Source: an optimization exercise on an open RTL-to-GDS flow (aim: small area, a short achievable clock period and few clock cycles). Production flows keep margins and buffers that such runs may drop. Only simulation tests tie the RTL to the original design; equivalence was not proved. Power figures rest on the tool's default switching activity, not on a simulated workload.

## design/flow/config.mk

```make
export PLATFORM = sky130hd
export DESIGN_NAME = cu_compensate
export DESIGN_NICKNAME = cu_compensate
export VERILOG_FILES = /design/flow/design.v
export SDC_FILE = /design/flow/constraint.sdc
export NUM_CORES = 8
export LEC_CHECK = 0
export CAP_MARGIN = 20
export CORE_MARGIN = 2
export CORE_UTILIZATION = 40
export SLEW_MARGIN = 20
```

## design/flow/constraint.sdc

```tcl
create_clock -name core_clock -period 25.0 [get_ports {clk}]
set_input_delay 5.0000 -clock core_clock [delete_from_list [all_inputs] [get_ports {clk}]]
set_output_delay 5.0000 -clock core_clock [all_outputs]
set_load 0.01 [all_outputs]
```

## design/flow/design.v

```verilog
module cu_booth_mul (
    input  wire [23:0] s,
    input  wire [17:0] m,
    input  wire        neg,
    input  wire [44:0] brow,
    input  wire [44:0] cn,        
    output wire [44:0] ps,
    output wire [44:0] pc
);
    wire [19:0] mx = {m[17], m, 1'b0};
    wire [24:0] s1 = {s[23], s};
    wire [24:0] s2 = {s, 1'b0};
    wire [44:0] row [0:10];
    reg  [44:0] nb;
    genvar i;
    generate
        for (i = 0; i < 9; i = i + 1) begin : g_row
            wire b2 = mx[2*i+2], b1 = mx[2*i+1], b0 = mx[2*i];
            wire one = b1 ^ b0;
            wire two = (b2 & ~b1 & ~b0) | (~b2 & b1 & b0);
            wire ng  = b2 ^ neg;
            wire [24:0] sel = one ? s1 : (two ? s2 : 25'd0);
            wire [24:0] r   = sel ^ {25{ng}};
            wire [24:0] u   = {~r[24], r[23:0]};
            assign row[i] = {20'd0, u} << (2*i);
        end
    endgenerate
    integer k;
    always @(*) begin
        nb = 45'd0;
        for (k = 0; k < 9; k = k + 1)
            nb[2*k] = mx[2*k+2] ^ neg;
    end
    assign row[9]  = nb | cn;
    assign row[10] = brow;
    function [89:0] csa;
        input [44:0] a, b, c;
        begin
            csa = {((a & b) | (a & c) | (b & c)) << 1, a ^ b ^ c};
        end
    endfunction
    wire [89:0] l1a = csa(row[0], row[1], row[2]);
    wire [89:0] l1b = csa(row[3], row[4], row[5]);
    wire [89:0] l1c = csa(row[6], row[7], row[8]);
    wire [89:0] l2a = csa(l1a[44:0], l1a[89:45], l1b[44:0]);
    wire [89:0] l2b = csa(l1b[89:45], l1c[44:0], l1c[89:45]);
    wire [89:0] l3a = csa(l2a[44:0], l2a[89:45], l2b[44:0]);
    wire [89:0] l3b = csa(l2b[89:45], row[9], row[10]);
    wire [89:0] l4a = csa(l3a[44:0], l3a[89:45], l3b[44:0]);
    wire [89:0] l5a = csa(l4a[44:0], l4a[89:45], l3b[89:45]);
    assign ps = l5a[44:0];
    assign pc = l5a[89:45];
endmodule
module cu_divstep (
    input  wire [34:0] r,
    input  wire [34:0] d,
    input  wire        f1,
    input  wire        f2,
    output wire        q1,
    output wire        q2,
    output wire        ge4,       
    output wire [34:0] r2
);
    wire [36:0] y  = {r, f1, f2};
    wire [37:0] s1 = {1'b0, y} - {3'b000, d};
    wire [37:0] s2 = {1'b0, y} - {2'b00, d, 1'b0};
    wire [37:0] s3 = {1'b0, y} - {2'b00, d, 1'b0} - {3'b000, d};
    wire ge1 = ~s1[37], ge2 = ~s2[37], ge3 = ~s3[37];
    assign q1 = ge2;
    wire [37:0] s4 = {1'b0, y} - {1'b0, d, 2'b00};
    assign ge4 = ~s4[37];
    assign q2 = ge2 ? ge3 : ge1;
    assign r2 = ge3 ? s3[34:0] : ge2 ? s2[34:0] : ge1 ? s1[34:0] : y[34:0];
endmodule
module cu_compensate (
    input  wire               clk,
    input  wire               rst,
    input  wire               start,
    input  wire        [15:0] cal_t1,      
    input  wire signed [15:0] cal_t2,
    input  wire signed [15:0] cal_t3,
    input  wire        [15:0] cal_p1,      
    input  wire signed [15:0] cal_p2,
    input  wire signed [15:0] cal_p3,
    input  wire signed [15:0] cal_p4,
    input  wire signed [15:0] cal_p5,
    input  wire signed [15:0] cal_p6,
    input  wire signed [15:0] cal_p7,
    input  wire signed [15:0] cal_p8,
    input  wire signed [15:0] cal_p9,
    input  wire        [19:0] adc_t,
    input  wire        [19:0] adc_p,
    output reg                done,
    output wire               err,         
    output wire        [31:0] temp,        
    output wire        [31:0] press_q8,    
    output wire        [24:0] press_pa     
);
    localparam W = 76;
    localparam [5:0] S_IDLE = 6'd0,  S_TA   = 6'd1,  S_TC   = 6'd2,  S_TB   = 6'd3,
                     S_TD   = 6'd4,  S_TDW  = 6'd5,  S_TF   = 6'd6,  S_TE   = 6'd7,
                     S_XS   = 6'd8,  S_XSW  = 6'd9,  S_ZS   = 6'd10, S_Y6   = 6'd11,
                     S_Y6W  = 6'd12, S_NS   = 6'd13, S_NSW  = 6'd14, S_MS   = 6'd15,
                     S_MSW  = 6'd16, S_DIVF = 6'd17, S_DSI  = 6'd18, S_DIVS = 6'd19,
                     S_DSCK = 6'd20, S_PAF  = 6'd21, S_PAFW = 6'd22, S_PAS0 = 6'd23,
                     S_PAS1 = 6'd24, S_PASW = 6'd25, S_PB   = 6'd26, S_PC   = 6'd27,
                     S_PE   = 6'd28, S_PEW  = 6'd29, S_DEGN = 6'd30, S_DNEG = 6'd31,
                     S_ERRX = 6'd32;
    localparam [3:0] C_T1 = 4'd0, C_T2 = 4'd1, C_T3 = 4'd2, C_P1 = 4'd3, C_P2 = 4'd4,
                     C_P3 = 4'd5, C_P4 = 4'd6, C_P5 = 4'd7, C_P6 = 4'd8, C_P7 = 4'd9,
                     C_P8 = 4'd10, C_P9 = 4'd11, C_AP = 4'd12;
    localparam [3:0] M_ZERO = 4'd0, M_CREG = 4'd1, M_CREG2 = 4'd2, M_ACC = 4'd3,
                     M_FIVE = 4'd4, M_SLO = 4'd5, M_VD = 4'd6, M_DD = 4'd7, M_VH = 4'd8;
    localparam [2:0] A_ZERO = 3'd0, A_ACC = 3'd1, A_DROP = 3'd2, A_TV1 = 3'd3, A_C1 = 3'd4,
                     A_N35 = 3'd5;
    localparam [2:0] B_ZERO = 3'd0, B_B3 = 3'd1, B_S20 = 3'd2, B_S17 = 3'd3,
                     B_ONE = 3'd4, B_N14 = 3'd5, B_ND = 3'd6, B_S14 = 3'd7;
    localparam [3:0] K_NONE = 4'd0, K_TD = 4'd2, K_TE = 4'd3, K_XSL = 4'd4,
                     K_ZS0 = 4'd5, K_NS0 = 4'd6, K_NS1 = 4'd7, K_MS0 = 4'd8, K_PE = 4'd9,
                     K_XS0 = 4'd10;
    localparam [3:0] WB_NONE = 4'd0, WB_ACC = 4'd2, WB_SA2S = 4'd3, WB_PV1 = 4'd4,
                     WB_TC = 4'd5, WB_V = 4'd6, WB_XL = 4'd7, WB_ZL = 4'd8, WB_NL = 4'd9,
                     WB_ML = 4'd10, WB_D = 4'd11, WB_DCK = 4'd12, WB_ACK = 4'd13, WB_PCL = 4'd14,
                     WB_VW = 4'd15;
    localparam [44:0] K0 = (45'd1 << 24) + (45'd1 << 26) + (45'd1 << 28) + (45'd1 << 30) +
                           (45'd1 << 32) + (45'd1 << 34) + (45'd1 << 36) + (45'd1 << 38) +
                           (45'd1 << 40);
    localparam [44:0] CN0 = (45'd1 << 43) - K0;
    reg  [5:0]   state;
    reg  [1:0]   j;           
    reg  [5:0]   cnt;         
    reg          pass2;       
    reg  [23:0]  S;
    reg  [19:0]  CREG;
    reg  [15:0]  BREG;
    reg  [W-1:0] ACC, V;
    reg  [53:0]  D;
    reg  [23:0]  TC;          
    reg          b3, sgnZ, sgnN, errr, errp;
    reg          D_slow;      
    reg          WV;          
    wire sgnQ = sgnN ^ sgnZ;
    wire [3:0] ev;
    assign ev[0] = (V[W-1:17] == {(W-17){V[W-1]}});
    assign ev[1] = (V[W-1:34] == {(W-34){V[W-1]}});
    assign ev[2] = (V[W-1:51] == {(W-51){V[W-1]}});
    assign ev[3] = (V[W-1:68] == {(W-68){V[W-1]}});
    wire [3:0] ed;
    assign ed[0] = (D[53:17] == {37{D[53]}});
    assign ed[1] = (D[53:34] == {20{D[53]}});
    assign ed[2] = (D[53:51] == {3{D[53]}});
    wire [3:0] ew;
    assign ew[0] = (V[W-1:51] == {(W-51){V[W-1]}});
    assign ew[1] = (V[W-1:68] == {(W-68){V[W-1]}});
    assign ew[2] = 1'b1;
    assign ew[3] = 1'b1;
    assign ed[3] = 1'b1;
    reg  [5:0]  state_n;
    reg  [1:0]  j_n;
    reg         pass2_n;
    reg  [1:0]  c_mneg;       
    reg         c_last;
    reg  [1:0]  c_off;
    reg  [2:0]  c_asel;
    reg  [2:0]  c_bsel;
    reg  [3:0]  c_k;
    reg  [3:0]  c_wb;
    wire        dneg_v;
    wire        dbig;         
    wire        q1, q2;
    reg  [5:0]  state_x;
    always @(*) state_n = (state == S_IDLE && start) ? S_TA : state_x;
    always @(*) begin
        state_x = state; j_n = j; pass2_n = pass2;
        case (state)
            S_IDLE: ;
            S_TA:   state_x = S_TC;
            S_TC:   state_x = S_TB;
            S_TB:   state_x = S_TD;
            S_TD:   state_x = S_TDW;
            S_TDW:  state_x = S_TF;
            S_TF:   state_x = S_TE;
            S_TE:   begin state_x = S_XS; j_n = 2'd0; end         
            S_XS:   begin j_n = j + 2'd1; if (c_last) begin j_n = 2'd0; state_x = S_XSW; end end
            S_XSW:  state_x = S_ZS;
            S_ZS:   begin
                j_n = j + 2'd1;
                if (j == 2'd0 && c_mneg[0] != sgnZ) j_n = 2'd0;
                else if (c_last) begin j_n = 2'd0; state_x = S_NS; end
            end
            S_NS:   begin j_n = j + 2'd1; if (c_last) begin j_n = 2'd0; state_x = S_MS; end end
            S_NSW:  state_x = S_MS;
            S_MS:   begin
                j_n = j + 2'd1;
                if (j == 2'd1 && c_mneg[0] != sgnN) j_n = 2'd0;
                else if (c_last) begin j_n = 2'd0; state_x = S_MSW; end
            end
            S_MSW:  state_x = (D == 54'd0) ? S_DEGN : S_DIVF;
            S_DIVF: begin
                j_n = (cnt == 6'd15) ? 2'd1 : 2'd0; pass2_n = 1'b0;
                if (cnt == 6'd0 && dneg_v)  state_x = S_DNEG;
                else if (cnt == 6'd0 && dbig) state_x = S_DSI;
                else if (cnt == 6'd16) begin
                    if (c_last) state_x = S_PC;
                    else begin state_x = S_PB; j_n = 2'd2; end
                end
            end
            S_DSI:  state_x = S_DIVS;
            S_DIVS: if (cnt == 6'd37) state_x = S_DSCK;
            S_DSCK: state_x = (V[W-1:53] != {(W-53){1'b0}}) ? S_ERRX : S_PAS0;
            S_PAF:  begin state_x = S_PAFW; j_n = 2'd0; pass2_n = 1'b0; end
            S_PAFW: state_x = S_PB;
            S_PAS0: state_x = S_PAS1;
            S_PAS1: begin state_x = S_PASW; j_n = 2'd0; pass2_n = 1'b0; end
            S_PASW: state_x = S_PB;
            S_PB: begin
                j_n = j + 2'd1;
                if (c_last) begin
                    j_n = 2'd0;
                    if (D_slow && !pass2) pass2_n = 1'b1;
                    else                  state_x = S_PC;
                end
            end
            S_PC:   begin j_n = j + 2'd1; if (c_last) begin j_n = 2'd0; state_x = S_PE; end end
            S_PE:   state_x = S_PEW;
            S_DNEG: state_x = S_PAF;
            default: state_x = S_IDLE;    
        endcase
    end
    reg  [3:0]  n_msel;
    reg         n_vxor;
    reg  [1:0]  n_mneg;
    reg         n_last;
    reg  [1:0]  n_off;
    reg  [2:0]  n_asel;
    reg  [2:0]  n_bsel;
    reg  [3:0]  n_k;
    reg  [3:0]  n_wb;
    wire        evn = ev[j_n];
    wire [5:0]  state_d = (state == S_DIVF) ? ((cnt == 6'd11) ? S_PAF :
                                               (cnt == 6'd14) ? S_PB :
                                               (cnt == 6'd15) ? S_PB :
                                               (cnt == 6'd16) ? state_x : S_DIVF) : state_x;
    wire        wvn = WV | (state == S_DIVF);
    wire        edn = wvn ? ew[j_n] : ed[j_n];
    always @(*) begin
        n_msel = M_ZERO; n_vxor = 1'b0; n_mneg = 2'd0; n_last = 1'b0;
        n_off = 2'd0; n_asel = A_ZERO; n_bsel = B_ZERO; n_k = K_NONE; n_wb = WB_NONE;
        case (state_d)
            S_TC: begin n_msel = M_SLO; n_wb = WB_SA2S; end
            S_TB: begin n_msel = M_CREG; n_bsel = B_B3; n_wb = WB_ACC; end        
            S_TD: begin n_msel = M_CREG; n_asel = A_TV1; n_k = K_TD; n_wb = WB_PV1; end
            S_TF: begin n_msel = M_CREG; n_bsel = B_S20; n_wb = WB_V; end
            S_XS: begin
                n_msel = M_VD; n_last = (j_n != 2'd0) && evn; n_off = j_n;
                n_asel = (j_n == 2'd0) ? A_ZERO : A_ACC;
                n_k = (j_n == 2'd0) ? K_XS0 : K_NONE;           
                n_wb = n_last ? WB_XL : WB_ACC;
            end
            S_XSW: begin n_msel = M_CREG; n_bsel = B_S17; n_wb = WB_V; end        
            S_ZS: begin
                n_msel = M_DD; n_mneg = {1'b0, sgnZ}; n_last = (j_n != 2'd0) && edn; n_off = j_n;
                n_asel = (j_n == 2'd0) ? A_ZERO : A_ACC;
                n_k = (j_n == 2'd0) ? K_ZS0 : K_NONE;
                n_wb = n_last ? WB_ZL : WB_ACC;
            end
            S_MSW: begin n_msel = M_FIVE; n_k = K_TE; n_wb = WB_TC; end          
            S_NS: begin
                n_msel = M_VD; n_mneg = 2'd1; n_last = (j_n != 2'd0) && evn; n_off = j_n;
                n_asel = (j_n == 2'd0) ? A_N35 : A_ACC;
                n_bsel = (j_n == 2'd0) ? B_ONE : (j_n == 2'd1) ? B_N14 : B_ZERO;    
                n_k = (j_n == 2'd0) ? K_NS0 : (j_n == 2'd1) ? K_NS1 : K_NONE;
                n_wb = n_last ? WB_NL : WB_ACC;
            end
            S_MS: begin
                n_msel = (j_n == 2'd0 && state == S_NS) ? M_ACC : M_VD;
                n_mneg = {1'b0, sgnN}; n_last = (j_n[1] == 1'b1) && evn; n_off = j_n;
                n_asel = (j_n == 2'd0) ? A_ZERO : A_ACC;
                n_bsel = (j_n == 2'd0) ? B_ND : B_ZERO;
                n_k = (j_n == 2'd0) ? K_MS0 : K_NONE;
                n_wb = n_last ? WB_ML : WB_ACC;
            end
            S_PAF:  begin n_msel = M_CREG; n_wb = (state == S_DIVF) ? WB_VW : WB_D; end
            S_PAS0: begin n_msel = M_CREG; n_wb = WB_ACC; end
            S_PAS1: begin n_msel = M_CREG; n_off = 2'd1; n_asel = A_ACC; n_wb = WB_DCK; end
            S_PB: begin
                n_msel = wvn ? M_VD : M_DD;                   
                if (pass2_n) begin
                    n_off = j_n; n_asel = A_ACC; n_last = edn;
                end else begin
                    n_off = (j_n == 2'd0) ? 2'd0 : j_n - 2'd1;
                    n_asel = (j_n == 2'd0) ? A_ZERO : (j_n == 2'd1) ? A_DROP : A_ACC;
                    n_last = (j_n != 2'd0) && edn;
                end
                n_wb = (n_last && (pass2_n || !D_slow)) ? WB_ACK : WB_ACC;
            end
            S_PC: begin
                n_msel = M_VD; n_vxor = 1'b1;
                n_off = (j_n == 2'd0) ? 2'd0 : j_n - 2'd1;
                n_asel = (j_n == 2'd0) ? A_C1 : (j_n == 2'd1) ? A_DROP : A_ACC;
                n_bsel = (j_n == 2'd1) ? B_S14 : B_ZERO;
                n_last = (j_n != 2'd0) && (WV ? (j_n == 2'd1) : evn);    
                n_wb = n_last ? WB_PCL : WB_ACC;
            end
            S_PE: begin n_asel = A_ACC; n_k = K_PE; n_wb = WB_ACC; end
            default: ;
        endcase
    end
    always @(posedge clk) begin
        c_mneg <= n_mneg; c_last <= n_last;
        c_off <= n_off; c_asel <= n_asel; c_bsel <= n_bsel; c_k <= n_k;
        if (rst) c_wb <= WB_NONE;
        else     c_wb <= n_wb;
    end
    wire last = c_last;
    wire mneg = c_mneg[0];
    reg  [4:0]  jv;           
    reg         vpc;          
    reg  [8:0]  mv;           
    reg         vxr;          
    always @(posedge clk) begin
        jv  <= 5'd1 << ({1'b0, j_n} + ((state_d == S_PB && wvn) ? 3'd2 : 3'd0));
        vpc <= n_vxor;
        mv  <= 9'd1 << n_msel;
        vxr <= n_vxor & sgnQ;
    end
    wire [16:0] vdig0 = ({17{jv[0]}} & V[16:0])  | ({17{jv[1]}} & V[33:17])
                      | ({17{jv[2]}} & V[50:34]) | ({17{jv[3]}} & V[67:51])
                      | ({17{jv[4]}} & {{9{V[W-1]}}, V[W-1:68]});
    wire        vsgn0 = (jv[0] & V[17]) | (jv[1] & V[34]) | (jv[2] & V[51]) | (jv[3] & V[68])
                      | (jv[4] & V[W-1]);
    wire [16:0] vdig = vdig0 ^ {17{vxr}};
    wire        vsgn = (WV & vpc) ? vxr : (vsgn0 ^ vxr);   
    wire [16:0] ddig = ({17{jv[0]}} & D[16:0])  | ({17{jv[1]}} & D[33:17])
                     | ({17{jv[2]}} & D[50:34]) | ({17{jv[3]}} & {{14{D[53]}}, D[53:51]});
    wire        dsgn = (jv[0] & D[17]) | (jv[1] & D[34]) | (jv[2] & D[51]) | (jv[3] & D[53]);
    wire [17:0] M = ({18{mv[M_CREG]}}  & CREG[17:0])
                  | ({18{mv[M_FIVE]}}  & 18'd5)
                  | ({18{mv[M_SLO]}}   & S[21:4])           
                  | ({18{mv[M_VD]}}    & {last & vsgn, vdig})
                  | ({18{mv[M_DD]}}    & {last & dsgn, ddig})
                  | ({18{mv[M_ACC]}}   & {1'b0, ACC[16:0]});
    wire [43:0] cr_s = {{24{CREG[19]}}, CREG};
    wire [43:0] br_s = {{28{BREG[15]}}, BREG};
    wire [43:0] cr_z = {24'd0, CREG};
    reg  [43:0] bb;
    always @(*) begin
        case (c_bsel)
            B_B3:  bb = b3 ? cr_s << 3 : 44'd0;
            B_S20: bb = br_s << 20;
            B_S17: bb = br_s << 17;
            B_ONE: bb = 44'd1;
            B_N14: bb = ~(cr_z << 14);                       
            B_ND:  bb = sgnQ ? ~{2'b00, D[41:0]} : 44'd0;   
            B_S14: bb = cr_s << 14;
            default: bb = 44'd0;
        endcase
    end
    wire [44:0] brow = {1'b0, ~bb[43], bb[42:0]};           
    reg  [44:0] cn;
    always @(*) begin
        case (c_k)
            K_TD:    cn = CN0 - (45'd128000 << 14);
            K_NS0:   cn = CN0 + (45'd1 << 17);
            K_NS1:   cn = CN0 + (45'd1 << 34);                   
            K_PE:    cn = CN0 + (45'd1 << 17);
            default: cn = CN0;
        endcase
    end
    wire [44:0] Ps, Pc;
    cu_booth_mul u_mul (.s(S), .m(M), .neg(mneg), .brow(brow), .cn(cn), .ps(Ps), .pc(Pc));
    reg [44:0] PSR, PCR;
    reg [3:0]  off2;          
    reg [5:0]  asel2;         
    reg        ahi2;          
    reg [3:0]  wb2;
    reg [3:0]  k2;
    always @(posedge clk) begin
        PSR   <= Ps;
        PCR   <= Pc;
        off2  <= 4'd1 << c_off;
        asel2 <= 6'd1 << c_asel;
        ahi2  <= (c_asel == A_ACC) | (c_asel == A_TV1);
        k2    <= c_k;
        if (rst) wb2 <= WB_NONE;
        else     wb2 <= c_wb;
    end
    wire [44:0] PSRs = {~PSR[44], PSR[43:0]};                  
    wire [W-1:0] Psp = ({W{off2[0]}} & {{31{~PSR[44]}}, PSRs})
                     | ({W{off2[1]}} & {{14{~PSR[44]}}, PSRs, 17'd0})
                     | ({W{off2[2]}} & {PSRs[41:0], 34'd0})
                     | ({W{off2[3]}} & {PSRs[24:0], 51'd0});
    wire [W-1:0] Pcp = ({W{off2[0]}} & {31'd0, PCR})
                     | ({W{off2[1]}} & {14'd0, PCR, 17'd0})
                     | ({W{off2[2]}} & {PCR[41:0], 34'd0})
                     | ({W{off2[3]}} & {PCR[24:0], 51'd0});
    reg  [W-1:0] ka;
    always @(*) begin
        case (k2)
            K_TE:  ka = 76'd640128;
            K_XS0: ka = 76'd1 << 55;
            K_ZS0: ka = sgnZ ? (76'd1 << 33) - 76'd1 : 76'd0;
            K_MS0: ka = {75'd0, sgnQ};
            default: ka = 76'd0;
        endcase
    end
    wire [W-1:0] Aterm = ({W{ahi2}}          & {ACC[W-1:14], 14'd0})
                       | ({W{asel2[A_ACC]}}  & {{(W-14){1'b0}}, ACC[13:0]})
                       | ({W{asel2[A_DROP]}} & {{17{ACC[W-1]}}, ACC[W-1:17]})
                       | ({W{asel2[A_C1]}}   & {ACC[W-12:8], 19'd0})
                       | ({W{asel2[A_N35]}}  & ~({{(W-16){BREG[15]}}, BREG} << 35))     
                       | ka;
    wire [W-1:0] T = Psp + Pcp + Aterm;
    wire Asame41 = (ACC[W-1:41] == {(W-41){ACC[W-1]}});
    wire Asame62 = (ACC[W-1:62] == {(W-62){ACC[W-1]}});
    reg  chk41, chk63;        
    reg         dfast;        
    always @(posedge clk) dfast <= (state_n == S_DIVF);
    wire        f1 = dfast ? V[33] : V[W-1];
    wire        f2 = dfast ? V[32] : V[W-2];
    wire [34:0] r2;
    assign dneg_v = V[W-1];
    wire        ge4;
    cu_divstep u_div (.r(ACC[34:0]), .d(D[34:0]), .f1(f1), .f2(f2), .q1(q1), .q2(q2), .ge4(ge4),
                      .r2(r2));
    assign dbig = ge4 | (ACC[37:35] != 3'd0);
    reg [3:0]  csel;
    reg        cload;
    reg [19:0] cin;
    always @(*) begin
        case (csel)
            C_T1: cin = {4'd0, cal_t1};
            C_T2: cin = {{4{cal_t2[15]}}, cal_t2};
            C_T3: cin = {{4{cal_t3[15]}}, cal_t3};
            C_P1: cin = {4'd0, cal_p1};
            C_P2: cin = {{4{cal_p2[15]}}, cal_p2};
            C_P3: cin = {{4{cal_p3[15]}}, cal_p3};
            C_P4: cin = {{4{cal_p4[15]}}, cal_p4};
            C_P5: cin = {{4{cal_p5[15]}}, cal_p5};
            C_P6: cin = {{4{cal_p6[15]}}, cal_p6};
            C_P7: cin = {{4{cal_p7[15]}}, cal_p7};
            C_P8: cin = {{4{cal_p8[15]}}, cal_p8};
            C_P9: cin = {{4{cal_p9[15]}}, cal_p9};
            default: cin = adc_p;
        endcase
    end
    always @(*) begin
        csel = C_T1; cload = 1'b0;
        case (state)
            S_IDLE: begin csel = C_T1; cload = start; end
            S_TA:   begin csel = C_T2; cload = 1'b1; end
            S_TB:   begin csel = C_T3; cload = 1'b1; end
            S_TD:   begin csel = C_P2; cload = 1'b1; end
            S_TDW:  begin csel = C_P3; cload = 1'b1; end
            S_TF:   begin csel = C_P5; cload = 1'b1; end
            S_TE:   begin csel = C_P6; cload = 1'b1; end
            S_XSW:  begin csel = C_P4; cload = 1'b1; end
            S_NS:   begin csel = (j == 2'd0) ? C_AP : C_P9; cload = (j == 2'd0) | last; end
            S_PAF:  begin csel = C_P8; cload = 1'b1; end
            S_DIVF: begin
                csel = (cnt == 6'd16) ? C_P7 : C_P8;
                cload = (cnt == 6'd12) | (cnt == 6'd16 && last);
            end
            S_PAS1: begin csel = C_P8; cload = 1'b1; end
            S_PB:   begin csel = C_P7; cload = last & (pass2 | ~D_slow); end
            default: ;
        endcase
    end
    wire [W-1:0] Vsx = V ^ {W{sgnQ}};                
    wire [23:0]  ph_lo = {7'd0, Vsx[29:13]};
    wire [23:0]  ph_hi = Vsx[53:30];
    wire [16:0]  a_sub = {1'b0, S[15:0]} - {1'b0, CREG[15:0]};     
    always @(posedge clk) begin
        if (cload) begin
            CREG <= cin;
            BREG <= CREG[15:0];
        end
        state <= rst ? S_IDLE : state_n;
        j     <= j_n;
        pass2 <= pass2_n;
        chk41 <= ~rst & (wb2 == WB_DCK);
        chk63 <= ~rst & (wb2 == WB_ACK);
        if (rst) begin
            done  <= 1'b0;
            sgnZ  <= 1'b0;            
            sgnN  <= 1'b0;
        end else begin
            done <= 1'b0;
            if ((chk41 && !Asame41) || (chk63 && !Asame62)) errp <= 1'b1;
            case (state)
                S_IDLE: if (start) begin
                    S  <= {8'd0, adc_t[19:4]};
                    b3 <= adc_t[3];
                    errp <= 1'b0;
                    WV <= 1'b0;
                end
                S_TA: S <= {{3{a_sub[16]}}, a_sub, 4'd0};        
                S_XSW: S <= {8'd0, cal_p1};                      
                S_ZS: if (last) S <= TC;                         
                S_NS: if (last) S <= 24'd3125;
                S_MS: if (last) S <= TC;                         
                S_MSW: cnt <= 6'd0;
                S_DIVF: begin
                    cnt <= cnt + 6'd1;
                    if (cnt == 6'd16 && last)                       
                        S <= {4'd0, ~CREG[15], {3{CREG[15]}}, CREG[15:0]};
                    if (!(cnt == 6'd0 && (dneg_v || dbig))) begin
                        if (cnt != 6'd16) ACC <= {{(W-35){1'b0}}, r2};
                        V[33:0] <= {V[31:0], q1, q2};
                        if (cnt == 6'd0) V[W-1:34] <= {(W-34){1'b0}};
                        if (cnt == 6'd11) begin
                            S <= {3'b000, V[21:1]} ^ {24{sgnQ}};
                            D_slow <= 1'b0;
                            WV <= 1'b1;
                        end
                    end
                end
                S_DSI: begin
                    ACC <= {W{1'b0}};
                    cnt <= 6'd0;
                end
                S_DIVS: begin
                    ACC <= {{(W-35){1'b0}}, r2};
                    V <= {V[W-3:0], q1, q2};
                    cnt <= cnt + 6'd1;
                end
                S_DSCK: begin
                    S <= ph_lo;
                    D_slow <= 1'b1;
                    WV <= 1'b0;
                end
                S_PAS0: S <= ph_hi;
                S_PAS1: S <= ph_lo;
                S_PB: if (last) begin
                    if (D_slow && !pass2) S <= ph_hi;
                    else S <= {4'd0, ~CREG[15], {3{CREG[15]}}, CREG[15:0]};    
                end
                S_PEW: begin
                    errr <= errp | (V[W-1:42] != {(W-42){1'b0}});
                    done <= 1'b1;
                end
                S_DEGN: begin
                    ACC <= {W{1'b0}};
                    V <= {W{1'b0}};
                    errr <= 1'b0;
                    done <= 1'b1;
                end
                S_DNEG: begin
                    V <= {W{1'b1}};                       
                    S <= 24'd0;
                    D_slow <= 1'b0;
                    WV <= 1'b0;
                end
                S_ERRX: begin
                    errr <= 1'b1;
                    done <= 1'b1;
                end
                default: ;
            endcase
            case (wb2)
                WB_ACC:  ACC <= T;
                WB_SA2S: S <= T[39:16];                           
                WB_PV1: begin
                    S <= T[37:14];
                    TC <= T[37:14];
                end
                WB_TC:   TC <= {6'd0, T[25:8]};
                WB_V:    V <= T;
                WB_XL: begin
                    ACC <= T;
                    D <= T[61:8];                                 
                    sgnZ <= T[W-1];
                end
                WB_ZL: begin
                    ACC <= T;
                    D <= {18'd0, T[68:33]};
                end
                WB_NL: begin
                    ACC <= T;
                    V <= T;
                    sgnN <= T[W-1];
                end
                WB_ML: begin
                    V <= T;
                    ACC <= {{34{T[W-1]}}, T[W-1:34]};
                end
                WB_D:    D <= {{12{T[41]}}, T[41:0]};
                WB_VW:   V[W-1:34] <= T[41:0];
                WB_DCK: begin
                    D <= {{12{T[41]}}, T[41:0]};
                    ACC <= T;
                end
                WB_ACK:  ACC <= T;
                WB_PCL: begin
                    ACC <= T;
                    V <= T;
                end
                default: ;
            endcase
        end
    end
    assign err      = errr;
    assign temp     = {{14{TC[17]}}, TC[17:0]};
    assign press_q8 = V[41:10];
    assign press_pa = ACC[42:18];
endmodule
```

## design/flow/flow/run.sh

```bash
#!/bin/bash
# Layout flow: the standard flow (standard.sh, standard synthesis unchanged) with four
# changes to how the layout is made: the port buffers are buf_1 cells instead of delay
# buffers, the timing repair steps aim for 18.5 ns of setup slack at the design's period,
# clock tree synthesis clusters up to 22 flip-flops per leaf buffer, and the repair after
# global routing estimates wires 20% heavier (flow/grt_rc.tcl).
# make's full output goes to flow.log; each ORFS step keeps its own log under orfs/logs.
set -uo pipefail
bash standard.sh BUFFER_PORTS_ARGS="-buffer_cell sky130_fd_sc_hd__buf_1" \
  SETUP_SLACK_MARGIN=18.5 CTS_CLUSTER_SIZE=22 CTS_CLUSTER_DIAMETER=80 \
  PRE_GLOBAL_ROUTE_TCL="$PWD/flow/grt_rc.tcl" finish > flow.log 2>&1
```

## design/flow/flow/grt_rc.tcl

```tcl
set_layer_rc -layer li1  -capacitance [expr 1.2 * 1.499e-04]   -resistance [expr 1.2 * 7.176e-02]
set_layer_rc -layer met1 -capacitance [expr 1.2 * 1.72375E-04] -resistance [expr 1.2 * 8.929e-04]
set_layer_rc -layer met2 -capacitance [expr 1.2 * 1.36233E-04] -resistance [expr 1.2 * 8.929e-04]
set_layer_rc -layer met3 -capacitance [expr 1.2 * 2.14962E-04] -resistance [expr 1.2 * 1.567e-04]
set_layer_rc -layer met4 -capacitance [expr 1.2 * 1.48128E-04] -resistance [expr 1.2 * 1.567e-04]
set_layer_rc -layer met5 -capacitance [expr 1.2 * 1.54087E-04] -resistance [expr 1.2 * 1.781e-05]
set_wire_rc -signal -layer met1
set_wire_rc -clock -layer met3
```

## design/flow/standard.sh

```bash
#!/bin/bash
# synth_recipe.tcl (not shown) runs the flow's synth.tcl, then flattens the netlist and writes it again
# the make line also repeats each setting of config.mk as NAME=value (left out here)
make -C /OpenROAD-flow-scripts/flow DESIGN_CONFIG=/design/flow/config.mk WORK_HOME=/design/flow/orfs CLKGATE_MAP_FILE= SYNTH_SCRIPT=/design/flow/synth_recipe.tcl "${@:-finish}"
```

==> results of run 1 <==
[synthesized netlist by cell type (136+ instances only)]
cell,number
a21oi_1,436
o21ai_0,336
inv_1,418
fa_1,276
dfxtp_1,148
clkbuf_1,384
nand3_1,136
a22oi_1,321
nor2_1,289
xor2_1,199
edfxtp_1,301
xnor2_1,319
nand2_1,534
ha_1,320
[cell type report]
class / count / area (um^2)
Antenna cell: 19 / 47.5
Clock buffer: 45 / 966
Clock inverter: 21 / 293
Fill cell: 13000 / 71500
Inverter: 421 / 1590
Multi-Input combinational cell: 4729 / 37400
Sequential cell: 449 / 12000
Tap cell: 1742 / 2180
Timing Repair Buffer: 601 / 3480
[per-stage QoR]
stage / total power, mW / util, % / setup slack [ns]
after floorplan: 3.31 / - / 18.08
after global placement: 5.09 / 42.7 / 17.28
after detailed placement: 5.13 / 42.7 / 17.28
after CTS: 5.82 / 43.9 / 18.50
after global routing: 6.80 / 44.7 / 18.47
final: 6.11 / 44.8 / 18.56
[worst max path at each step]
stage | end | slack [ns] | cells after the start
after global placement | ACC[26]$_DFFE_PP_ | 17.28 | 25
after global routing | press_pa[1] | 18.47 | 1
final | press_pa[6] | 18.56 | 1
after CTS | ACC[32]$_DFFE_PP_ | 18.50 | 22
after detailed placement | ACC[26]$_DFFE_PP_ | 17.28 | 25
after floorplan | ACC[0]$_DFFE_PP_ | 18.08 | 2
[routing by layer]
layer  global-route usage [%]  vias to the layer above  wire (um)
li1                         -                    22900          -
met1                     50.6                    26900     102000
met2                     55.5                     4148     112000
met3                     13.5                     1003      37900
met4                     22.6                       40      19300
met5                        0                        -        332
[cells by family (layout without fill, tap and decap cells)]
logic type | count (synthesis) | count (layout) | synth area share (%)
buf+inv | 951 | 1088 | 7.57
simple gates | 1445 | 1445 | 13.2
other cells | 0 | 19 | 0
flops | 449 | 449 | 23.0
fa+ha+maj | 596 | 596 | 18.3
xor+xnor | 518 | 519 | 8.70
compound gates | 2122 | 2123 | 28.3
mux | 46 | 46 | 0.935
[state kept, by name (all words and copies together) (netlist names), 5 cells and up]
signal	cells
ACC	76
BREG	16
CREG	20
D	54
PCR	42
PSR	43
S	24
TC	24
V	76
cnt	6
jv	5
mv	6
state	6
[what timing repair did]
| action | 4_1_cts | 5_1_grt |
|---|---|---|
| setup buffers | 35 | 45 |
| endpoints found under the setup margin | 136 | 264 |
| gates resized for setup | 20 | 95 |
| gates cloned | 0 | 2 |
| endpoints found under the hold margin | 0 | 0 |
| pin swaps | 3 | 13 |
[power groups by stage]
stage,Combinational (mW),Sequential [mW],Clock (mW)
after floorplan,2.29,1.03,0
after global placement,3.96,1.13,0
after detailed placement,4.00,1.13,0
after CTS,4.05,1.11,0.661
after global routing,4.94,1.14,0.721
final,4.31,1.13,0.666
==> flow_metrics.env, run 1 <==
export IMPL_placed_area_um2=55200
export IMPL_coreArea_um2=129000
export IMPL_r2r_cells=18
export IMPL_place_port_buffers=322
export IMPL_viasPerCell=6.85
export IMPL_ant_nets=0
export IMPL_yosys_area_top_type="edfxtp_1"
export IMPL_synth_cells=6127
export IMPL_synth_yosys_seq_area_share_pct=23.0
export IMPL_critical_path_startpoint="ACC[24]$_DFFE_PP_"
export IMPL_max_freq_mhz=155
export IMPL_p_leak_nw=23.0
export IMPL_holdPathStages=1
export IMPL_drt_iter0_markers=10100
export IMPL_pin_count=326
export IMPL_worstPathRequired_ns=20.00
export IMPL_whs_endpoint="wb2[0]$_SDFF_PP0_"
export IMPL_grt_pass1_wl_um=374000
export IMPL_r2r_slack_ns=18.92
export IMPL_rows=132
export IMPL_slowest_delay_ns=0.54
export IMPL_switchingPower_mw=3.40
export IMPL_clock_tree_root_cell="clkbuf_16"
export IMPL_timing_final_crit_share_pct=25.8
export IMPL_fin_crit_ns=6.44
export IMPL_p_clk_share_pct=10.9
export IMPL_antenna_found_initial=33
export IMPL_die_h_um=365
export IMPL_vias=55000
export IMPL_async_flop_share_pct=0
export IMPL_worstSetupPathType="flop to output pin"
export IMPL_synth_warnings=2
export IMPL_ctsHoldBuffers=0
export IMPL_cts_num_sinks=449
export IMPL_path_cells="buf_4"
export IMPL_setup_viol=0
export IMPL_dieWidth_um=365
export IMPL_grt_pass1_vias=50200
export IMPL_crit_fanout=2
export IMPL_drt_wl_total_um=271000
export IMPL_ys_seq_elements=449
export IMPL_ys_flop_type="edfxtp_1"
export IMPL_dp_hpwl_um=204000
export IMPL_final_cell_mix="nand2_1, a21oi_1, inv_1"
export IMPL_cp_end_kind="output pin"
export IMPL_htree_levels=2
export IMPL_relSlewSlack_pct=16.7
export IMPL_routedWlPerCell_um=33.7
export IMPL_cts_tree="done"
export IMPL_fin_skew_ns=0.0682
export IMPL_initial_core_util_pct=40.3
export IMPL_critPathLaunchType="flop"
export IMPL_cts_made_buffers=36
export IMPL_final_common_cell="nand2_1"
export IMPL_min_from="c_wb[0]$_SDFF_PP0_"
export IMPL_dr_pass1_iters=14
export IMPL_p_int_mw=2.71
export IMPL_layout_drive_gt1_share_pct=8.81
export IMPL_crit_arrival_ns=1.44
export IMPL_fin_setup_tns_ns=0
export IMPL_cp_slowest_cell="edfxtp_1"
export IMPL_synth_edf_count=301
export IMPL_overflow=0
export IMPL_crit_family="flip-flops"
export IMPL_grt_usage_pct=38.9
export IMPL_p_sw_share_pct=55.6
export IMPL_rr_endpoint="ACC[14]$_DFFE_PP_"
export IMPL_stdcell_area_um2=58000
export IMPL_power_density_nw_per_um2=105
export IMPL_instances_no_fill=8027
export IMPL_drc_errors=0
export IMPL_synthTopCellsByArea="edfxtp_1, fa_1, ha_1"
export IMPL_rsz0062_at_grt="true"
export IMPL_area_growth_pct=11.1
export IMPL_final_hold_viol_count=0
export IMPL_cts_clk_slew_worst_paths_ns=0.09
export IMPL_hold_path_class="flop to flop"
export IMPL_dieArea_um2=133000
export IMPL_r2r_start="asel2[5]$_SDFF_PN0_"
export IMPL_syn_nets=6958
export IMPL_netlist_area_leader_share_pct=17.3
export IMPL_tightest_slew_ns=1.24
export IMPL_status="finished clean"
export IMPL_avgSynthCellArea_um2=8.51
export IMPL_post_place_cells=7852
export IMPL_final_max_slew_viol_count=0
export IMPL_power_frac_comb_pct=70.6
export IMPL_ys_types=101
export IMPL_clockBufferDepth=3
export IMPL_syn_area_um2=52200
export IMPL_vdd_ir_drop_max_mv=0.137
export IMPL_critPathBufInv=1
export IMPL_worst_hold_slack_ns=0.441
export IMPL_place_congestion=1.05
export IMPL_grt_max_degree=98
export IMPL_drv_cap=0
export IMPL_power_frac_seq_pct=18.5
export IMPL_clock_latency_ns=0.68
export IMPL_final_nets=7069
Testbench counts, summed over its fixed seeds: cycles 16,128.
==> run 2, diff against run 1 <==
==> design/flow/flow/run.sh (replaced) <==
#!/bin/bash
# Layout flow: the standard flow (standard.sh, standard synthesis unchanged) with four
# changes to how the layout is made: the port buffers are buf_1 cells instead of delay
# buffers, the timing repair steps aim for 18.5 ns of setup slack at the design's period,
# clock tree synthesis clusters up to 18 flip-flops per leaf buffer, and the repair after
# global routing estimates wires 20% heavier (flow/grt_rc.tcl).
# make's full output goes to flow.log; each ORFS step keeps its own log under orfs/logs.
set -uo pipefail
bash standard.sh BUFFER_PORTS_ARGS="-buffer_cell sky130_fd_sc_hd__buf_1" \
  SETUP_SLACK_MARGIN=18.5 CTS_CLUSTER_SIZE=18 CTS_CLUSTER_DIAMETER=100 \
  PRE_GLOBAL_ROUTE_TCL="$PWD/flow/grt_rc.tcl" finish > flow.log 2>&1
==> flow_metrics.env, run 2 <==
export IMPL_ys_types=101
export IMPL_clockBufferDepth=3
export IMPL_rsz0062_at_grt="true"
export IMPL_worst_hold_slack_ns=0.440
export IMPL_setup_viol=0
export IMPL_initial_core_util_pct=40.3
export IMPL_final_nets=7056
export IMPL_syn_nets=6958
export IMPL_async_flop_share_pct=0
export IMPL_synth_warnings=2
export IMPL_synth_simple_area_share_pct=13.2
export IMPL_dp_hpwl_um=204000
export IMPL_synth_common_cells="nand2_1, a21oi_1, inv_1, clkbuf_1, o21ai_0"
export IMPL_synthMostInstantiatedCell="nand2_1"
export IMPL_coreArea_um2=129000
export IMPL_final_common_cell="nand2_1"
export IMPL_status="finished clean"
export IMPL_place_port_buffers=322
export IMPL_area_growth_pct=10.6
export IMPL_fin_crit_ns=6.44
export IMPL_drt_wl_total_um=271000
export IMPL_power_density_nw_per_um2=105
export IMPL_synth_top_family_by_area="compound AO/OA/AOI/OAI gates"
export IMPL_pin_count=326
export IMPL_fin_skew_ns=0.0519
export IMPL_antenna_found_initial=28
export IMPL_synth_compound_area_share_pct=28.3
export IMPL_cts_made_buffers=34
export IMPL_final_cell_mix="nand2_1, a21oi_1, inv_1"
export IMPL_cp_slowest_cell="edfxtp_1"
export IMPL_final_hold_viol_count=0
export IMPL_synth_fa_ha_area_share_pct=18.3
export IMPL_drt_iter0_markers=9947
export IMPL_cp_end_kind="output pin"
export IMPL_cts_clk_slew_worst_paths_ns=0.08
export IMPL_grt_usage_pct=38.9
export IMPL_dr_pass1_iters=10
export IMPL_yosys_area_top_type="edfxtp_1"
export IMPL_netlist_area_leader_share_pct=17.3
export IMPL_syn_area_um2=52200
export IMPL_p_leak_nw=22.9
export IMPL_fin_util_pct=44.6
export IMPL_crit_arrival_ns=1.44
export IMPL_viasPerCell=6.84
export IMPL_worstSetupPathType="flop to output pin"
export IMPL_max_freq_mhz=155
export IMPL_htree_levels=2
export IMPL_reg_top3="ACC (76), V (76), D (54)"
export IMPL_tightest_slew_ns=1.24
export IMPL_dieWidth_um=365
export IMPL_place_congestion=1.05
export IMPL_grt_pass1_vias=50100
export IMPL_ys_seq_elements=449
export IMPL_ys_flop_type="edfxtp_1"
export IMPL_synth_xor_area_share_pct=8.70
export IMPL_synth_edf_count=301
export IMPL_grt_max_degree=98
export IMPL_worstPathRequired_ns=20.00
export IMPL_synthMuxAreaShare_pct=0.935
export IMPL_crit_fanout=5
export IMPL_stdcell_area_um2=57700
export IMPL_die_h_um=365
export IMPL_layout_drive_gt1_share_pct=8.34
export IMPL_ant_nets=0
export IMPL_relSlewSlack_pct=16.6
export IMPL_drc_errors=0
export IMPL_synthTopCellsByArea="edfxtp_1, fa_1, ha_1"
export IMPL_vdd_ir_drop_max_mv=0.138
export IMPL_overflow=0
export IMPL_final_max_slew_viol_count=0
export IMPL_synth_cells=6127
export IMPL_fin_setup_tns_ns=0
export IMPL_synth_yosys_seq_area_share_pct=23.0
export IMPL_setup_slack_ns=18.56
export IMPL_routedWlPerCell_um=33.7
export IMPL_path_cells="buf_1"
export IMPL_drv_cap=0
export IMPL_slowest_delay_ns=0.58
export IMPL_clock_latency_ns=0.66
export IMPL_rows=132
export IMPL_dpl_worst_slack_ns=17.28
export IMPL_dieArea_um2=133000
export IMPL_clock_tree_root_cell="clkbuf_16"
export IMPL_critPathBufInv=1
export IMPL_avgSynthCellArea_um2=8.51
export IMPL_placed_area_um2=55200
export IMPL_cts_num_sinks=449
export IMPL_timing_final_crit_share_pct=25.8
export IMPL_ctsHoldBuffers=0
export IMPL_vias=54900
export IMPL_cts_tree="done"
export IMPL_grt_pass1_wl_um=373000
export IMPL_hold_path_class="flop to flop"
export IMPL_crit_family="flip-flops"
export IMPL_critPathLaunchType="flop"
run 2: worst paths after layout:
kind                      startpoint                end  slack (ns)  cells past startpoint
setup / recovery     V[17]$_DFFE_PP_        press_q8[7]       18.56                      1
hold / removal    c_wb[3]$_SDFF_PP0_  wb2[3]$_SDFF_PP0_        0.44                      1
setup reg to reg     V[75]$_DFFE_PP_    PSR[11]$_DFF_P_       18.85                     20
hold reg to reg   c_wb[3]$_SDFF_PP0_  wb2[3]$_SDFF_PP0_        0.44                      1
run 2: through the flow:
stage	total power, mW	instances
2_1_floorplan	3.31	6127
3_3_place_gp	5.09	7852
3_5_place_dp	5.13	7852
4_1_cts	5.78	7947
5_1_grt	6.75	7994
6_report	6.06	8023
run 2: power breakdown:
group          switching, mW  leakage, nW  internal [mW]
clock network          0.335        0.529          0.282
logic                   2.87         18.4           1.44
registers              0.161         4.00          0.967
run 2: what timing repair did:
action	4_1_cts	5_1_grt
pin swaps	3	13
cloned	0	3
setup endpoints to repair	112	265
resized for setup	17	83
buffers inserted	34	35
run 2: logic make-up (layout without fill, tap and decap cells):
group | after synthesis | in the layout
AO/OA/AOI/OAI | 2122 | 2123
XOR/XNOR | 518 | 519
adder cells (fa/ha/maj) | 596 | 596
buffers and inverters | 951 | 1071
flip-flops | 449 | 449
multiplexers | 46 | 46
other | 0 | 31
AND/OR/NAND/NOR | 1445 | 1446
run 2: routing by layer:
layer / vias up / share of wire [%] / routed length (um) / track usage [%]
met1: 26900 / 38 / 102000 / 50.6
met4: 18 / 6.9 / 18800 / 23.0
met3: 938 / 14 / 38100 / 13.2
met2: 4117 / 41 / 112000 / 55.5
li1: 22900 / - / - / -
met5: - / 0.045 / 123 / 0
run 2: area by class of cell:
type	instances	area, um^2
clock buffers	50	932
flip-flops and latches	449	12000
diodes	31	77.6
repair buffers	589	3390
fillers	13000	71800
multi-input cells	4730	37400
clock inverters	11	169
inverters	421	1590
well taps	1742	2180
==> run 3, diff against run 2 <==
--- a/design/flow/design.v
+++ b/design/flow/design.v
@@ -170,10 +170,9 @@
     wire        q1, q2;
     reg  [5:0]  state_x;
-    always @(*) state_n = (state == S_IDLE && start) ? S_TA : state_x;
+    always @(*) state_n = (state == S_IDLE && start) ? S_TC : state_x;
     always @(*) begin
         state_x = state; j_n = j; pass2_n = pass2;
         case (state)
             S_IDLE: ;
-            S_TA:   state_x = S_TC;
             S_TC:   state_x = S_TB;
             S_TB:   state_x = S_TD;
@@ -248,5 +247,5 @@
         n_off = 2'd0; n_asel = A_ZERO; n_bsel = B_ZERO; n_k = K_NONE; n_wb = WB_NONE;
         case (state_d)
-            S_TC: begin n_msel = M_SLO; n_wb = WB_SA2S; end
+            S_IDLE: begin n_msel = M_SLO; n_wb = WB_SA2S; end                   
             S_TB: begin n_msel = M_CREG; n_bsel = B_B3; n_wb = WB_ACC; end        
             S_TD: begin n_msel = M_CREG; n_asel = A_TV1; n_k = K_TD; n_wb = WB_PV1; end
@@ -383,6 +382,6 @@
         ahi2  <= (c_asel == A_ACC) | (c_asel == A_TV1);
         k2    <= c_k;
-        if (rst) wb2 <= WB_NONE;
-        else     wb2 <= c_wb;
+        if (rst || state == S_IDLE) wb2 <= WB_NONE;    
+        else                        wb2 <= c_wb;
     end
     wire [44:0] PSRs = {~PSR[44], PSR[43:0]};                  
@@ -448,6 +447,5 @@
         csel = C_T1; cload = 1'b0;
         case (state)
-            S_IDLE: begin csel = C_T1; cload = start; end
-            S_TA:   begin csel = C_T2; cload = 1'b1; end
+            S_IDLE: begin csel = C_T2; cload = start; end
             S_TB:   begin csel = C_T3; cload = 1'b1; end
             S_TD:   begin csel = C_P2; cload = 1'b1; end
@@ -470,5 +468,5 @@
     wire [23:0]  ph_lo = {7'd0, Vsx[29:13]};
     wire [23:0]  ph_hi = Vsx[53:30];
-    wire [16:0]  a_sub = {1'b0, S[15:0]} - {1'b0, CREG[15:0]};     
+    wire [16:0]  a_in = {1'b0, adc_t[19:4]} - {1'b0, cal_t1};       
     always @(posedge clk) begin
         if (cload) begin
@@ -490,10 +488,9 @@
             case (state)
                 S_IDLE: if (start) begin
-                    S  <= {8'd0, adc_t[19:4]};
+                    S  <= {{3{a_in[16]}}, a_in, 4'd0};            
                     b3 <= adc_t[3];
                     errp <= 1'b0;
                     WV <= 1'b0;
                 end
-                S_TA: S <= {{3{a_sub[16]}}, a_sub, 4'd0};        
                 S_XSW: S <= {8'd0, cal_p1};                      
                 S_ZS: if (last) S <= TC;                         
==> flow_metrics.env, run 3 <==
export IMPL_status="finished clean"
export IMPL_initial_core_util_pct=40.1
export IMPL_final_max_slew_viol_count=0
export IMPL_final_cell_mix="nand2_1, inv_1, a21oi_1"
export IMPL_r2r_start="ACC[16]$_DFFE_PP_"
export IMPL_p_clk_share_pct=5.7
export IMPL_final_nets=7178
export IMPL_die_h_um=367
export IMPL_synthMostInstantiatedCell="nand2_1"
export IMPL_dr_pass1_iters=14
export IMPL_syn_area_um2=52600
export IMPL_yosys_area_top_type="edfxtp_1"
export IMPL_setup_viol=0
export IMPL_fin_setup_tns_ns=0
export IMPL_ant_nets=0
export IMPL_final_common_cell="nand2_1"
export IMPL_area_growth_pct=12.9
export IMPL_p_sw_share_pct=57.3
export IMPL_fin_skew_ns=0.0866
export IMPL_p_int_mw=4.66
export IMPL_tightest_slew_ns=1.21
export IMPL_rr_endpoint="ACC[38]$_SDFFCE_PP0P_"
export IMPL_viasPerCell=6.83
export IMPL_antenna_found_initial=23
export IMPL_clockBufferDepth=3
export IMPL_grt_usage_pct=40.2
export IMPL_reg_top3="ACC (76), V (76), D (54)"
export IMPL_ys_seq_elements=449
export IMPL_ys_types=110
export IMPL_max_freq_mhz=142
export IMPL_whs_endpoint="k2[3]$_DFF_P_"
export IMPL_grt_busiest_layer="met2"
export IMPL_synth_fa_ha_area_share_pct=18.1
export IMPL_dieArea_um2=135000
export IMPL_clock_tree_root_cell="clkbuf_16"
export IMPL_r2r_cells=13
export IMPL_gr_usage_met2_pct=59.2
export IMPL_cp_end_kind="flop"
export IMPL_synth_common_cells="nand2_1, inv_1, a21oi_1, o21ai_0, clkbuf_1"
export IMPL_overflow=0
export IMPL_vdd_ir_drop_max_mv=0.268
export IMPL_crit_fanout=2
export IMPL_synth_compound_area_share_pct=28.2
export IMPL_crit_arrival_ns=7.51
export IMPL_routedWlPerCell_um=34.8
export IMPL_drv_cap=0
export IMPL_place_port_buffers=322
export IMPL_vias=55800
export IMPL_synth_simple_area_share_pct=13.8
export IMPL_grtUsageMet1_pct=50.5
export IMPL_rsz0062_at_grt="true"
export IMPL_power_frac_comb_pct=82.0
export IMPL_place_congestion=1.04
export IMPL_grt_pass1_wl_um=391000
export IMPL_final_hold_viol_count=0
export IMPL_hold_path_class="flop to flop"
export IMPL_clock_latency_ns=0.66
export IMPL_htree_levels=2
export IMPL_relSlewSlack_pct=19.4
export IMPL_power_mw=10.9
export IMPL_critPathLaunchType="input pin"
export IMPL_drc_errors=0
export IMPL_rows=133
export IMPL_dp_hpwl_um=216000
export IMPL_cts_num_sinks=449
export IMPL_ys_flop_type="edfxtp_1"
export IMPL_min_from="c_k[3]$_SDFF_PN0_"
export IMPL_syn_nets=7009
export IMPL_synth_xor_area_share_pct=8.53
export IMPL_timing_final_crit_share_pct=28.3
export IMPL_worst_hold_slack_ns=0.405
export IMPL_dieWidth_um=367
export IMPL_synthTopCellsByArea="edfxtp_1, fa_1, ha_1"
export IMPL_avgSynthCellArea_um2=8.52
export IMPL_cts_made_buffers=35
export IMPL_layout_drive_gt1_share_pct=10.6
export IMPL_synth_cells=6178
export IMPL_cts_tree="done"
export IMPL_synthMuxAreaShare_pct=1.02
export IMPL_async_flop_share_pct=0
export IMPL_drt_wl_total_um=284000
export IMPL_synth_warnings=2
export IMPL_pin_count=326
export IMPL_grt_util_met3_pct=12.4
export IMPL_synth_yosys_seq_area_share_pct=22.8
export IMPL_grt_pass1_vias=51700
export IMPL_synth_edf_count=301
export IMPL_grt_max_degree=87
export IMPL_p_leak_nw=23.8
export IMPL_worstSetupPathType="input pin to flop"
export IMPL_worstPathRequired_ns=25.44
export IMPL_switchingPower_mw=6.26
export IMPL_fin_crit_ns=7.07
export IMPL_cts_clk_slew_worst_paths_ns=0.09
export IMPL_netlist_area_leader_share_pct=17.2
export IMPL_drt_iter0_markers=8905
export IMPL_power_density_nw_per_um2=184
export IMPL_coreArea_um2=131000
export IMPL_power_frac_seq_pct=12.3
export IMPL_holdPathStages=0
export IMPL_synth_top_family_by_area="compound AO/OA/AOI/OAI gates"
export IMPL_r2r_slack_ns=18.87
run 3: power groups by stage:
stage               clock network [mW]  registers (mW)  logic (mW)
floorplan                            0            1.20        5.06
global placement                     0            1.35        8.34
detailed placement                   0            1.35        8.46
CTS                              0.621            1.33        8.56
global route                     0.678            1.36        10.5
finish                           0.626            1.34        8.95
run 3: timing repair:
action                                  in CTS  in global routing
resized for setup                          105                119
gates cloned                                 1                  2
pin swaps                                   27                 49
endpoints found under the setup margin     242                297
hold buffers                                 0                  0
buffers inserted                            53                 79
run 3: cells by family (layout without fill, tap and decap cells):
logic type | after synthesis | after routing
adder cells (fa/ha/maj) | 596 | 596
flip-flops | 449 | 449
buffers and inverters | 957 | 1150
multiplexers | 52 | 52
AO/OA/AOI/OAI | 2111 | 2112
XOR/XNOR | 513 | 514
other | 0 | 31
AND/OR/NAND/NOR | 1500 | 1501
run 3: worst max-delay path: stages:
cell	delay (ns)
buf_8	0.11
ha_4	0.23
nor2b_4	0.12
o21ai_4	0.14
a21boi_2	0.09
o211ai_1	0.36
a21boi_2	0.14
o31ai_4	0.32
a211oi_2	0.14
o311a_1	0.34
mux2_4	0.35
o221ai_2	0.16
run 3: worst max-delay path by stage:
stage / start / to
2_1_floorplan: rst / ACC[0]$_DFFE_PP_
3_3_place_gp: adc_t[4] / S[18]$_DFFE_PP_
3_5_place_dp: adc_t[5] / S[18]$_DFFE_PP_
4_1_cts: adc_t[5] / S[19]$_DFFE_PP_
5_1_grt: adc_t[5] / S[19]$_DFFE_PP_
6_report: adc_t[5] / S[19]$_DFFE_PP_
run 3: stage by stage:
stage	cells	util [%]	instance area (um^2)	setup slack, ns
2_1_floorplan	6178	-	52800	17.41
3_3_place_gp	7925	42.5	55800	16.58
3_5_place_dp	7925	42.5	55800	16.56
4_1_cts	8043	44.1	57900	17.94
5_1_grt	8135	45.3	59400	17.84
6_report	8160	45.3	59400	17.93
run 3: routing by layer:
| metal | vias up | part of all wire, % | routed length (um) |
|---|---|---|---|
| met3 | 1027 | 13 | 36100 |
| li1 | 23200 | - | - |
| met5 | - | 0.14 | 406 |
| met1 | 27300 | 37 | 105000 |
| met2 | 4195 | 42 | 120000 |
| met4 | 13 | 8.1 | 23100 |
run 3: area by class of cell:
class	count	area [um^2]
diodes	31	77.6
clock buffers	49	971
clock inverters	15	184
fillers	13100	71700
inverters	431	1650
multi-input cells	4775	38400
flip-flops and latches	449	12000
well taps	1755	2200
repair buffers	655	3940
Testbench counts of run 3, summed over its fixed seeds: cycles 15,744.

what the ideal ports hide:
Ports are ideal in the flow. The routed layouts listed here were re-timed in OpenROAD.
Step 1, drivers: a clkbuf_16 drives clk and a buf_2 each remaining input, both assumed.
Step 2 moves the port delays by t, midway between the first and last clock arrival at a register: inputs arrive t later, outputs are due t later. That takes back most of the time a late clock gives input paths.
a / b / c = ideal / step 1 / step 2; a / b = the first two.
run | t (ns) | setup WS [ns] | worst hold slack (ns) | worst setup path at the end | worst slew at a driven data input, ns
run 1 | 0.721 | 18.555 / 18.478 / 18.007 | 0.441 / 0.441 / 0.441 | input to register | 0.07
run 2 | 0.708 | 18.559 / 18.483 / 18.037 | 0.440 / 0.440 / 0.440 | input to register | 0.07
run 3 | 0.701 | 17.934 / 17.968 / 17.268 | 0.405 / 0.405 / 0.405 | input to register | 0.09
After both steps every run listed still meets setup and hold. The setup slack of run 3, which loses most, moves by +0.034 ns with the drivers and by -0.666 ns with both steps.
